From an optimization exercise on the open Yosys and OpenROAD flow, aimed at small area, a short achievable clock period and few clock cycles per item; shortcuts taken in it are not production practice. Function was checked by simulation only, so behaviour that the tests miss may differ from the original.

==> trial 70 <==
## bd_quant
module bd_quant (
    input  wire       clk,
    input  wire       rst,           
    input  wire       cmd_valid,
    output wire       cmd_ready,
    input  wire [3:0] cmd_alg,       
    input  wire [7:0] cmd_thresh,    
    input  wire [7:0] cmd_msize,     
    input  wire       cmd_inv,
    input  wire [7:0] cmd_width,     
    input  wire [7:0] cmd_height,    
    input  wire       pix_valid,
    output wire       pix_ready,
    input  wire [7:0] pix_r,
    input  wire [7:0] pix_g,
    input  wire [7:0] pix_b,
    output wire       out_valid,
    input  wire       out_ready,
    output wire       out_bit
);
    localparam RING = 240;
    reg        busy;
    reg        is_ed, is_bay;
    reg        k_fs, k_atk, k_jjn, k_stu, k_bur, k_sie, k_sl;
    reg [7:0]  thresh;
    reg [1:0]  nlog;
    reg        inv;
    reg [7:0]  wd, ht;           
    assign cmd_ready = !busy;
    wire accept = cmd_valid && !busy;
    wire k_b32 = k_bur || k_sie;
    reg        pr;               
    reg        s0v;
    reg [7:0]  s0r, s0g, s0b;
    reg [7:0]  xp, yp;           
    reg        all_in;
    reg        first;            
    reg [7:0]  hc;               
  ...
==> flow/config.mk <==
export PLATFORM = sky130hd
export DESIGN_NAME = bd_quant
export DESIGN_NICKNAME = bd_quant
export VERILOG_FILES = /design/flow/design.v
export SDC_FILE = /design/flow/constraint.sdc
export NUM_CORES = 8
export LEC_CHECK = 0
export ABC_AREA = 1
export CAP_MARGIN = 20
export CORE_MARGIN = 2
export CORE_UTILIZATION = 60
export CTS_BUF_LIST = sky130_fd_sc_hd__clkbuf_16
export CTS_CLUSTER_DIAMETER = 80
export CTS_CLUSTER_SIZE = 32
export SLEW_MARGIN = 20
export SYNTH_MEMORY_MAX_BITS = 16384
==> flow/constraint.sdc <==
create_clock -name core_clock -period 70.0 [get_ports {clk}]
set_input_delay 14.0000 -clock core_clock [delete_from_list [all_inputs] [get_ports {clk}]]
set_output_delay 14.0000 -clock core_clock [all_outputs]
set_load 0.01 [all_outputs]
standard.sh (not shown) runs the stock make flow with config.mk's settings and CLKGATE_MAP_FILE= SYNTH_SCRIPT=/design/flow/synth_recipe.tcl, a recipe that flattens the netlist after the stock synthesis.
==> flow/flow/run.sh <==
#!/bin/bash
# Layout flow: the standard ORFS flow (standard.sh), with the standard
# synthesis unchanged and these extra ORFS settings for the layout:
#  - the port buffers are plain buffers (buf_4) instead of the default delay cell;
#  - timing repair aims at the period the design can reach (about 15.5 ns)
#    rather than at the 70 ns clock, so the loop and port paths get sized.
# Each step's full output goes to a log file of its own in this folder.
set -uo pipefail
bash standard.sh synth > synth.log 2>&1 || { tail -20 synth.log; exit 1; }
bash standard.sh \
    "BUFFER_PORTS_ARGS=-buffer_cell sky130_fd_sc_hd__buf_4" \
    SETUP_SLACK_MARGIN=54.5 \
    finish > layout.log 2>&1 || { tail -20 layout.log; exit 1; }
==> inputs of trial 16, as changes to trial 70 <==
--- a/flow/config.mk
+++ b/flow/config.mk
@@ -9,8 +9,8 @@
 export CAP_MARGIN = 20
 export CORE_MARGIN = 2
 export CORE_UTILIZATION = 60
-export CTS_BUF_LIST = sky130_fd_sc_hd__clkbuf_16
+export CTS_BUF_LIST = sky130_fd_sc_hd__clkbuf_8 sky130_fd_sc_hd__clkbuf_16
 export CTS_CLUSTER_DIAMETER = 80
-export CTS_CLUSTER_SIZE = 32
+export CTS_CLUSTER_SIZE = 24
 export SLEW_MARGIN = 20
 export SYNTH_MEMORY_MAX_BITS = 16384
==> flow_summary.ini <==
[status]
status = timing/DRC/antenna clean

[sta]
max_slew_margin_pct = 29.4
fin_skew_ns = 0.0590

[layout]
n_clock_buffer = 437
buffer_area_share_pct = 0.466

[global_route]
track_usage_pct = 17.3
grt_pass1_vias = 85568

[route]
vias_per_cell = 4.48
drtIter0Drc = 4713

[worst_hold_path]
holdPathEnd = ra1[38][15]

[clocking]
numCtsBuffers = 433
-- figures above: trial 16

==> flow_summary.ini <==
[status]
status = timing/DRC/antenna clean

[global_route]
grt_pass1_vias = 83529
track_usage_pct = 16.9

[place]
port-buffer-count = 69

[route]
drtIter0Drc = 4623
vias_per_cell = 4.45

[layout]
n_clock_buffer = 344
fin_cells = 18381

[sta]
max_slew_margin_pct = 30.6
fin_skew_ns = 0.0533

[logic_synthesis]
ys.flop_type = dfxtp_1

[clocking]
numCtsBuffers = 340

[worst_hold_path]
holdPathEnd = ra2[115][7]
-- figures above: trial 70

Testbench counts of trial 70, summed over its fixed seeds: cycles 61,568, items 61,440.
Testbench counts of trial 16, summed over its fixed seeds: cycles 61,568, items 61,440.

## what the ideal ports hide
No port has a modelled driver above. Below, the same layouts with a new extraction and two added sets of constraints. Step 1 sets driving cells, clkbuf_16 on the clock port and buf_2 on the other inputs (assumed; they add their load-dependent delay and slew). Step 2 moves the port delays by t, midway between the first and last clock arrival at a register: inputs arrive t later, outputs are due t later. That takes back most of the time a late clock gives input paths. Three values: no drivers, after step 1, after step 2; two values: the first two.
run	shift t [ns]	slack for setup (ns)	hold WS [ns]	clock arrival spread, ns	worst slew at a driven data input, ns
trial 70	1.024	54.428 / 54.324 / 54.053	0.287 / 0.287 / 0.287	0.060 / 0.061	0.05
trial 16	1.039	54.419 / 54.315 / 54.054	0.293 / 0.293 / 0.293	0.067 / 0.067	0.05
After both steps setup and hold are still met in every run listed. The setup slack of trial 70, which loses most, moves by -0.104 ns with the drivers and by -0.375 ns with both steps.
